From an optimization exercise on the open Yosys and OpenROAD flow, aimed at a short achievable clock period and few clock cycles; shortcuts taken in it are not production practice. Function was checked by simulation only, so behaviour that the tests miss may differ from the original. Power and IR drop assume default switching activity.

<file path="flow/config.mk">
export PLATFORM = sky130hd
export DESIGN_NAME = johnny_core
export DESIGN_NICKNAME = johnny_core
export VERILOG_FILES = /design/flow/design.v
export SDC_FILE = /design/flow/constraint.sdc
export NUM_CORES = 4
export LEC_CHECK = 0
export CAP_MARGIN = 20
export CORE_MARGIN = 2
export CORE_UTILIZATION = 40
export SLEW_MARGIN = 20
</file>
<file path="flow/constraint.sdc">
create_clock -name core_clock -period 9.0 [get_ports {clk}]
set_input_delay 1.8000 -clock core_clock [delete_from_list [all_inputs] [get_ports {clk}]]
set_output_delay 1.8000 -clock core_clock [all_outputs]
set_load 0.01 [all_outputs]
</file>
<file path="flow/design.v">
module johnny_core (
    input  wire        clk,
    input  wire        rst,         
    input  wire        cmd_valid,
    input  wire [2:0]  cmd_op,
    input  wire [7:0]  cmd_addr,
    input  wire [4:0]  cmd_data,
    output wire        cmd_ready,
    input  wire        stop,        
    output reg  [9:0]  ab,
    output reg  [14:0] db,
    output reg  [14:0] acc,
    output reg  [9:0]  pc,
    output reg  [14:0] ir,
    output reg  [7:0]  mc,
    output reg         halted,
    output reg  [1:0]  fault,
    output reg         mem_req,
    output reg         mem_we,
    output reg  [9:0]  mem_addr,
    output reg  [14:0] mem_wdata,
    input  wire        mem_ack,
    input  wire [14:0] mem_rdata
);
    localparam CMD_MICRO    = 3'd0;
    localparam CMD_MACRO    = 3'd1;
    localparam CMD_RUN      = 3'd2;
    localparam CMD_MANUAL   = 3'd3;
    localparam CMD_MCWRITE  = 3'd4;
    localparam CMD_RESET    = 3'd5;
    localparam CMD_MCRESET  = 3'd6;
    localparam F_NONE    = 2'd0;
    localparam F_HALT    = 2'd1;
    localparam F_INVALID = 2'd2;
    localparam F_FETCH   = 2'd3;
    localparam S_IDLE = 2'd0;
    localparam S_STEP = 2'd1;
    localparam S_MEM  = 2'd2;
    localparam M_MICRO  = 2'd0;
    localparam M_MACRO  = 2'd1;
    localparam M_RUN    = 2'd2;
    localparam M_MANUAL = 2'd3;
    localparam [14:0] MAX_WORD = 15'd19999;
    localparam [9:0]  MAX_ADDR = 10'd999;
    localparam [7:0]  MAX_MC   = 8'd199;
    localparam [49:0] MC_B0  = {5'd0, 5'd0, 5'd0, 5'd0, 5'd0, 5'd0, 5'd5, 5'd3, 5'd2, 5'd8};  
    localparam [49:0] MC_B1  = {5'd0, 5'd0, 5'd0, 5'd0, 5'd0, 5'd7, 5'd9, 5'd18, 5'd2, 5'd4};  
    localparam [49:0] MC_B2  = {5'd0, 5'd0, 5'd0, 5'd0, 5'd0, 5'd7, 5'd9, 5'd13, 5'd2, 5'd4};  
    localparam [49:0] MC_B3  = {5'd0, 5'd0, 5'd0, 5'd0, 5'd0, 5'd7, 5'd9, 5'd14, 5'd2, 5'd4};  
    localparam [49:0] MC_B4  = {5'd0, 5'd0, 5'd0, 5'd0, 5'd0, 5'd7, 5'd9, 5'd1, 5'd15, 5'd4};  
    localparam [49:0] MC_B5  = {5'd0, 5'd0, 5'd0, 5'd0, 5'd0, 5'd0, 5'd0, 5'd0, 5'd7, 5'd11};  
    localparam [49:0] MC_B6  = {5'd0, 5'd0, 5'd0, 5'd0, 5'd7, 5'd9, 5'd10, 5'd18, 5'd2, 5'd4};  
    localparam [49:0] MC_B7  = {5'd0, 5'd0, 5'd7, 5'd9, 5'd1, 5'd15, 5'd16, 5'd18, 5'd2, 5'd4};  
    localparam [49:0] MC_B8  = {5'd0, 5'd0, 5'd7, 5'd9, 5'd1, 5'd15, 5'd17, 5'd18, 5'd2, 5'd4};  
    localparam [49:0] MC_B9  = {5'd0, 5'd0, 5'd0, 5'd0, 5'd7, 5'd9, 5'd1, 5'd15, 5'd12, 5'd4};  
    localparam [49:0] MC_B10 = {5'd0, 5'd0, 5'd0, 5'd0, 5'd0, 5'd0, 5'd0, 5'd0, 5'd0, 5'd19};  
    localparam [999:0] REF_MC = {450'd0, MC_B10, MC_B9, MC_B8, MC_B7, MC_B6,
                                 MC_B5, MC_B4, MC_B3, MC_B2, MC_B1, MC_B0};
    reg [999:0] ucode;
    reg [1:0] state;
    reg [1:0] mode;
    reg [4:0] man_id;
    reg       stop_pend;
    assign cmd_ready = (state == S_IDLE);
    wire accept = cmd_valid && cmd_ready;
    wire [4:0] slot_id = ucode[mc*5 +: 5];
    wire [4:0] id      = (mode == M_MANUAL) ? man_id : slot_id;
    wire [14:0] ir_opcode  = ir / 15'd1000;
    wire [14:0] ir_operand = ir % 15'd1000;
    wire [15:0] acc_plus  = {1'b0, acc} + {1'b0, db};
    wire [15:0] acc_minus = {1'b0, acc} - {1'b0, db};
    wire [14:0] acc_add   = (acc_plus > {1'b0, MAX_WORD}) ? MAX_WORD : acc_plus[14:0];
    wire [14:0] acc_sub   = acc_minus[15] ? 15'd0 : acc_minus[14:0];
    wire [14:0] acc_inc   = (acc == MAX_WORD) ? MAX_WORD : acc + 15'd1;
    wire [14:0] acc_dec   = (acc == 15'd0) ? 15'd0 : acc - 15'd1;
    wire [9:0]  pc_inc    = (pc == MAX_ADDR) ? MAX_ADDR : pc + 10'd1;
    wire [7:0]  mc_inc    = (mc == MAX_MC) ? MAX_MC : mc + 8'd1;
    wire id_invalid  = (id == 5'd6) || (id > 5'd19);
    wire id_zero     = (id == 5'd0);
    wire fetch_fault = (id == 5'd5) && (ir_opcode == 15'd0);
    wire id_mem      = (id == 5'd1) || (id == 5'd2);
    wire id_inc      = !(id == 5'd0 || id == 5'd5 || id == 5'd7 || id == 5'd19);
    reg [9:0]  n_ab;
    reg [14:0] n_db;
    reg [14:0] n_acc;
    reg [9:0]  n_pc;
    reg [14:0] n_ir;
    reg [7:0]  n_mc;
    reg        n_halted;
    reg [1:0]  n_fault;
    reg        step_mem;    
    always @(*) begin
        n_ab     = ab;
        n_db     = db;
        n_acc    = acc;
        n_pc     = pc;
        n_ir     = ir;
        n_mc     = mc;
        n_halted = halted;
        n_fault  = fault;
        step_mem = 1'b0;
        if (mode != M_MANUAL && halted) begin
        end else if (id_invalid || (id_zero && mode != M_MANUAL)) begin
            n_halted = 1'b1;
            n_fault  = F_INVALID;
        end else if (id_zero) begin
        end else if (fetch_fault) begin
            n_halted = 1'b1;
            n_fault  = F_FETCH;
        end else if (id_mem) begin
            step_mem = 1'b1;
        end else begin
            case (id)
                5'd3:  n_ir  = db;
                5'd4:  n_ab  = ir_operand[9:0];
                5'd5:  n_mc  = ir_opcode[7:0] * 8'd10;
                5'd7:  n_mc  = 8'd0;
                5'd8:  n_ab  = pc;
                5'd9:  n_pc  = pc_inc;
                5'd10: if (acc == 15'd0) n_pc = pc_inc;
                5'd11: n_pc  = ir_operand[9:0];
                5'd12: n_acc = 15'd0;
                5'd13: n_acc = acc_add;
                5'd14: n_acc = acc_sub;
                5'd15: n_db  = acc;
                5'd16: n_acc = acc_inc;
                5'd17: n_acc = acc_dec;
                5'd18: n_acc = db;
                5'd19: begin
                    n_halted = 1'b1;
                    n_fault  = F_HALT;
                end
                default: ;
            endcase
            if (id_inc && mode != M_MANUAL)
                n_mc = mc_inc;
        end
    end
    function step_is_last;
        input [1:0] m;
        input [7:0] new_mc;
        input       new_halted;
        input       stopping;
        begin
            case (m)
                M_MACRO: step_is_last = (new_mc == 8'd0) || new_halted;
                M_RUN:   step_is_last = new_halted || ((new_mc == 8'd0) && stopping);
                default: step_is_last = 1'b1;
            endcase
        end
    endfunction
    wire stopping = stop_pend || stop;
    always @(posedge clk) begin
        if (rst) begin
            ab        <= 10'd0;
            db        <= 15'd0;
            acc       <= 15'd0;
            pc        <= 10'd0;
            ir        <= 15'd0;
            mc        <= 8'd0;
            halted    <= 1'b0;
            fault     <= F_NONE;
            ucode     <= REF_MC;
            state     <= S_IDLE;
            mode      <= M_MICRO;
            man_id    <= 5'd0;
            stop_pend <= 1'b0;
            mem_req   <= 1'b0;
            mem_we    <= 1'b0;
            mem_addr  <= 10'd0;
            mem_wdata <= 15'd0;
        end else begin
            case (state)
                S_IDLE: begin
                    stop_pend <= 1'b0;
                    if (accept) begin
                        case (cmd_op)
                            CMD_MICRO: begin
                                mode  <= M_MICRO;
                                state <= S_STEP;
                            end
                            CMD_MACRO: begin
                                mode  <= M_MACRO;
                                state <= S_STEP;
                            end
                            CMD_RUN: begin
                                mode  <= M_RUN;
                                state <= S_STEP;
                            end
                            CMD_MANUAL: begin
                                mode   <= M_MANUAL;
                                man_id <= cmd_data;
                                state  <= S_STEP;
                            end
                            CMD_MCWRITE: begin
                                if (cmd_addr <= MAX_MC && cmd_data != 5'd6 && cmd_data <= 5'd19)
                                    ucode[cmd_addr*5 +: 5] <= cmd_data;
                            end
                            CMD_RESET: begin
                                ab     <= 10'd0;
                                db     <= 15'd0;
                                acc    <= 15'd0;
                                pc     <= 10'd0;
                                ir     <= 15'd0;
                                mc     <= 8'd0;
                                halted <= 1'b0;
                                fault  <= F_NONE;
                            end
                            CMD_MCRESET: begin
                                ucode <= REF_MC;
                            end
                            default: ;
                        endcase
                    end
                end
                S_STEP: begin
                    if (stop && mode == M_RUN)
                        stop_pend <= 1'b1;
                    ab     <= n_ab;
                    db     <= n_db;
                    acc    <= n_acc;
                    pc     <= n_pc;
                    ir     <= n_ir;
                    mc     <= n_mc;
                    halted <= n_halted;
                    fault  <= n_fault;
                    if (step_mem) begin
                        mem_req   <= 1'b1;
                        mem_we    <= (id == 5'd1);
                        mem_addr  <= ab;
                        mem_wdata <= db;
                        state     <= S_MEM;
                    end else if (step_is_last(mode, n_mc, n_halted, stopping)) begin
                        state <= S_IDLE;
                    end
                end
                S_MEM: begin
                    if (stop && mode == M_RUN)
                        stop_pend <= 1'b1;
                    if (mem_ack) begin
                        mem_req <= 1'b0;
                        mem_we  <= 1'b0;
                        if (!mem_we)
                            db <= mem_rdata;
                        if (mode != M_MANUAL)
                            mc <= mc_inc;
                        if (step_is_last(mode, (mode != M_MANUAL) ? mc_inc : mc, halted, stopping))
                            state <= S_IDLE;
                        else
                            state <= S_STEP;
                    end
                end
                default: state <= S_IDLE;
            endcase
        end
    end
endmodule
</file>
<file path="flow/run.sh">
#!/bin/bash
# synth_recipe.tcl (not shown) runs the flow's synth.tcl, then flattens the netlist and writes it again
# the make line also repeats each setting of config.mk as NAME=value (left out here)
make -C /OpenROAD-flow-scripts/flow DESIGN_CONFIG=/design/flow/config.mk WORK_HOME=/design/flow/orfs CLKGATE_MAP_FILE= SYNTH_SCRIPT=/design/flow/synth_recipe.tcl finish
</file>
==> qor.yml <==
outcome: "finished clean"
clkSlewWorstSetupHoldPaths_ps: 60
synthesis.nets: 5979
insertion_delay_ps: 810
ir_drop_mv: 0.211
cts_hold_buf: 0
viasPerCell: 6.77
slew_viol_final: 0
cts_buffers: 118
antenna_found_initial: 18
ys_warn_count: 1
rsz0062_at_grt: "false"
rr_startpoint: "ir[7]"
nets: 5838
rows: 134
critPathMaxFanout: 25
die_width_um: 372
fin_crit_ps: 8090
critPathLaunchType: "register"
die_h_um: 372
cp_top_family: "compound AO/OA/AOI/OAI gates"
synthDistinctLibCells: 99
gr-usage-met2_pct: 49.1
gr-total-overflow: 0
syn_inst: 5889
drive_above_1_share_pct: 13.3
yosysTopAreaCellShare_pct: 41.2
coreArea_um2: 134000
synthArstFlopShare_pct: 0
grtUsageTotal_pct: 34.5
leakagePower_nw: 20.3
ios: 140
syn_to_final_growth_pct: 12.7
hold_viol_final: 0
yosysTopAreaCell: "dfxtp_1"
met1_usage_pct: 43.4
finalPower_w: 0.0108
root_buffer: "clkbuf_16"
crit_required_ps: 9630
grt_pass1_vias: 46800
ys_top_cells_by_count: "nor2_1 (1191), dfxtp_1 (1113), a22oi_1 (832), clkbuf_1 (457), nand2_1 (348)"
num_vias: 51600
yosys-top-cells-area: "dfxtp_1 (41%), mux4_2 (13%), a22oi_1 (12%)"
slew_headroom_pct: 10.7
r2r_slack_ps: 910
clockBufferDepth: 3
drc: 0
worst_slew_pin_slew_ps: 1340
crit_buf_inv: 3
synth_edf_count: 0
hpwl_um: 161000
endpoint_kind: "register"
crit_cells: 29
fmax_mhz: 124
setup_viol: 0
port_buffers: 139
reg2regPathDepth: 29
syn_avg_cell_area_um2: 9.18
hold_path_class: "register to register"
worstSetupEndpoint: "state[0]"
period_share_pct: 89.9
powerDensity_nw_per_um2: 176
syn-cell-area_um2: 54100
cts_resized: 0
met3_usage_pct: 12.2
cts_tree: "yes"
dieArea_um2: 138000
cp_common_cell: "a21oi_1"
yosysSeqAreaShare_pct: 41.2
slowest_stage: "dfxtp_1"
grt-busiest-layer: "met2"
place.gp.congestion: 1.02
ys_seq_elements: 1113
initial_core_util_pct: 40.4
cts_sinks: 1113
maxCapViolCount: 0
finalWirelength_um: 246000
crit_type: "register to register"
rr_endpoint: "state[0]"
synth_most_common_cell: "nor2_1"
crit_arrival_ps: 8710
grt_pass1_wl_um: 346000
ant_nets: 0
post_cts_buffers: 0
synth_ff_type: "dfxtp_1"
firstDrtPassIters: 10
grt_max_degree: 228
cp-startpoint: "ir[7]"
cpPeakStageDelay_ps: 900
fin_tns_setup_ps: 0
clock_skew_ps: 94.9
drt_iter0_drc: 7884
routedWlPerCell_um: 32.3
htree_levels: 3
-- how the worst min path moves through the flow --
stage | startpoint | depth (start not counted) | slack [ps] | to
after floorplan | ucode[997] | 2 | 430 | ucode[997]
after global placement | ucode[997] | 2 | 440 | ucode[997]
after detailed placement | ucode[997] | 2 | 450 | ucode[997]
after CTS | ucode[997] | 2 | 450 | ucode[997]
after global routing | ucode[63] | 2 | 480 | ucode[63]
final | ucode[997] | 2 | 460 | ucode[997]
-- kinds of logic after synthesis --
| kind of cell | Yosys count | share of synthesized area [%] |
|---|---|---|
| multiplexers | 401 | 14.8 |
| XOR/XNOR | 61 | 0.988 |
| flip-flops | 1113 | 41.2 |
| adder cells (fa/ha/maj) | 56 | 1.33 |
| AND/OR/NAND/NOR | 1980 | 15.6 |
| AO/OA/AOI/OAI | 1649 | 21.5 |
| buffers and inverters | 629 | 4.66 |
-- placed cells by master (no fill, tap or decap), types with 30 or more instances in the layout --
cell and n:
xnor2_1 37, inv_1 79, a32oi_1 61, dfxtp_1 1108
clkdlybuf4s50_1 134, clkbuf_16 119, o21ai_0 125, and3_1 58
clkbuf_1 34, nor2_1 1152, nand2_1 345, a21oi_1 338
nand3_1 110, a221o_1 69, buf_4 128, ha_1 50
a22oi_1 832, mux4_2 315, or3_1 50, mux2i_1 67
nor3_1 59, o211ai_1 30, and2_1 32
-- metal layers --
| layer | vias up | wire length (um) |
|---|---|---|
| met5 | - | 88 |
| met4 | 14 | 20300 |
| met3 | 911 | 33300 |
| met2 | 3848 | 102000 |
| met1 | 25300 | 90600 |
| li1 | 21500 | - |
-- per-stage QoR --
stage	std cells	hold slack (ps)	cell area [um^2]	setup slack (ps)	util (%)
3_3_place_gp	7391	443	56900	1110	42.6
6_report	7620	464	61000	911	45.6
3_5_place_dp	7392	445	57000	1040	42.6
4_1_cts	7605	452	60800	991	45.5
5_1_grt	7609	485	60900	314	45.5
2_1_floorplan	5889	429	54100	2540	-
-- worst register-to-register path, delay by kind of cell (launching register included) --
family                     cells  cell delay, ps
muxes                          2             730
and+or+nand+nor                2             510
adders and majority gates      2             340
buffers and inverters          3             540
DFF                            1             900
xor gates and xnor gates       3             550
AOI/OAI and AO/OA             17            4400
-- area by class of cell --
type	count	area (um^2)
repair buffers	283	2640
inverters	85	334
fillers	12900	72800
multi-input cells	4147	29600
clock inverters	36	429
clock buffers	177	3440
well taps	1768	2210
flip-flops and latches	1113	22300
diodes	11	27.5
-- where the power goes --
| part | internal [W] | switching [W] | total (W) |
|---|---|---|---|
| Sequential | 0.00493 | 0.0000113 | 0.00494 |
| Clock | 0.00278 | 0.00220 | 0.00497 |
| Combinational | 0.000181 | 0.000657 | 0.000838 |
-- state kept, by name, indices dropped and copies added, names as in the netlist --
name	count
mode	2
man_id	5
pc	10
acc	15
state	2
db	15
mc	8
mem_wdata	15
halted	1
mem_we	1
ir	15
mem_addr	10
mem_req	1
fault	2
ab	10
ucode	1000
stop_pend	1
Testbench counts, summed over its fixed seeds: cycles 242,537.

==> static timing again, ports no longer ideal <==
Ports are ideal in the flow. The routed layout listed here was re-timed in OpenROAD.
Step 1: set_driving_cell puts a clkbuf_16 on clk and a buf_2 on each other input, an assumption about the parent block.
Step 2 times the ports against the registers' clock, not the clock port: input delays grow and output delays shrink by t, the midpoint of the rising clock arrivals with the driver on.
Three values: ideal, step 1, step 2; two values: the first two.
shift t [ns]: 0.842
setup slack, ns: 0.911 / 0.911 / 0.911
clock arrival spread, ns: 0.095 / 0.095
After both steps setup and hold are still met in this run. The setup slack of this run moves by 0.000 ns with the drivers and by 0.000 ns with both steps.
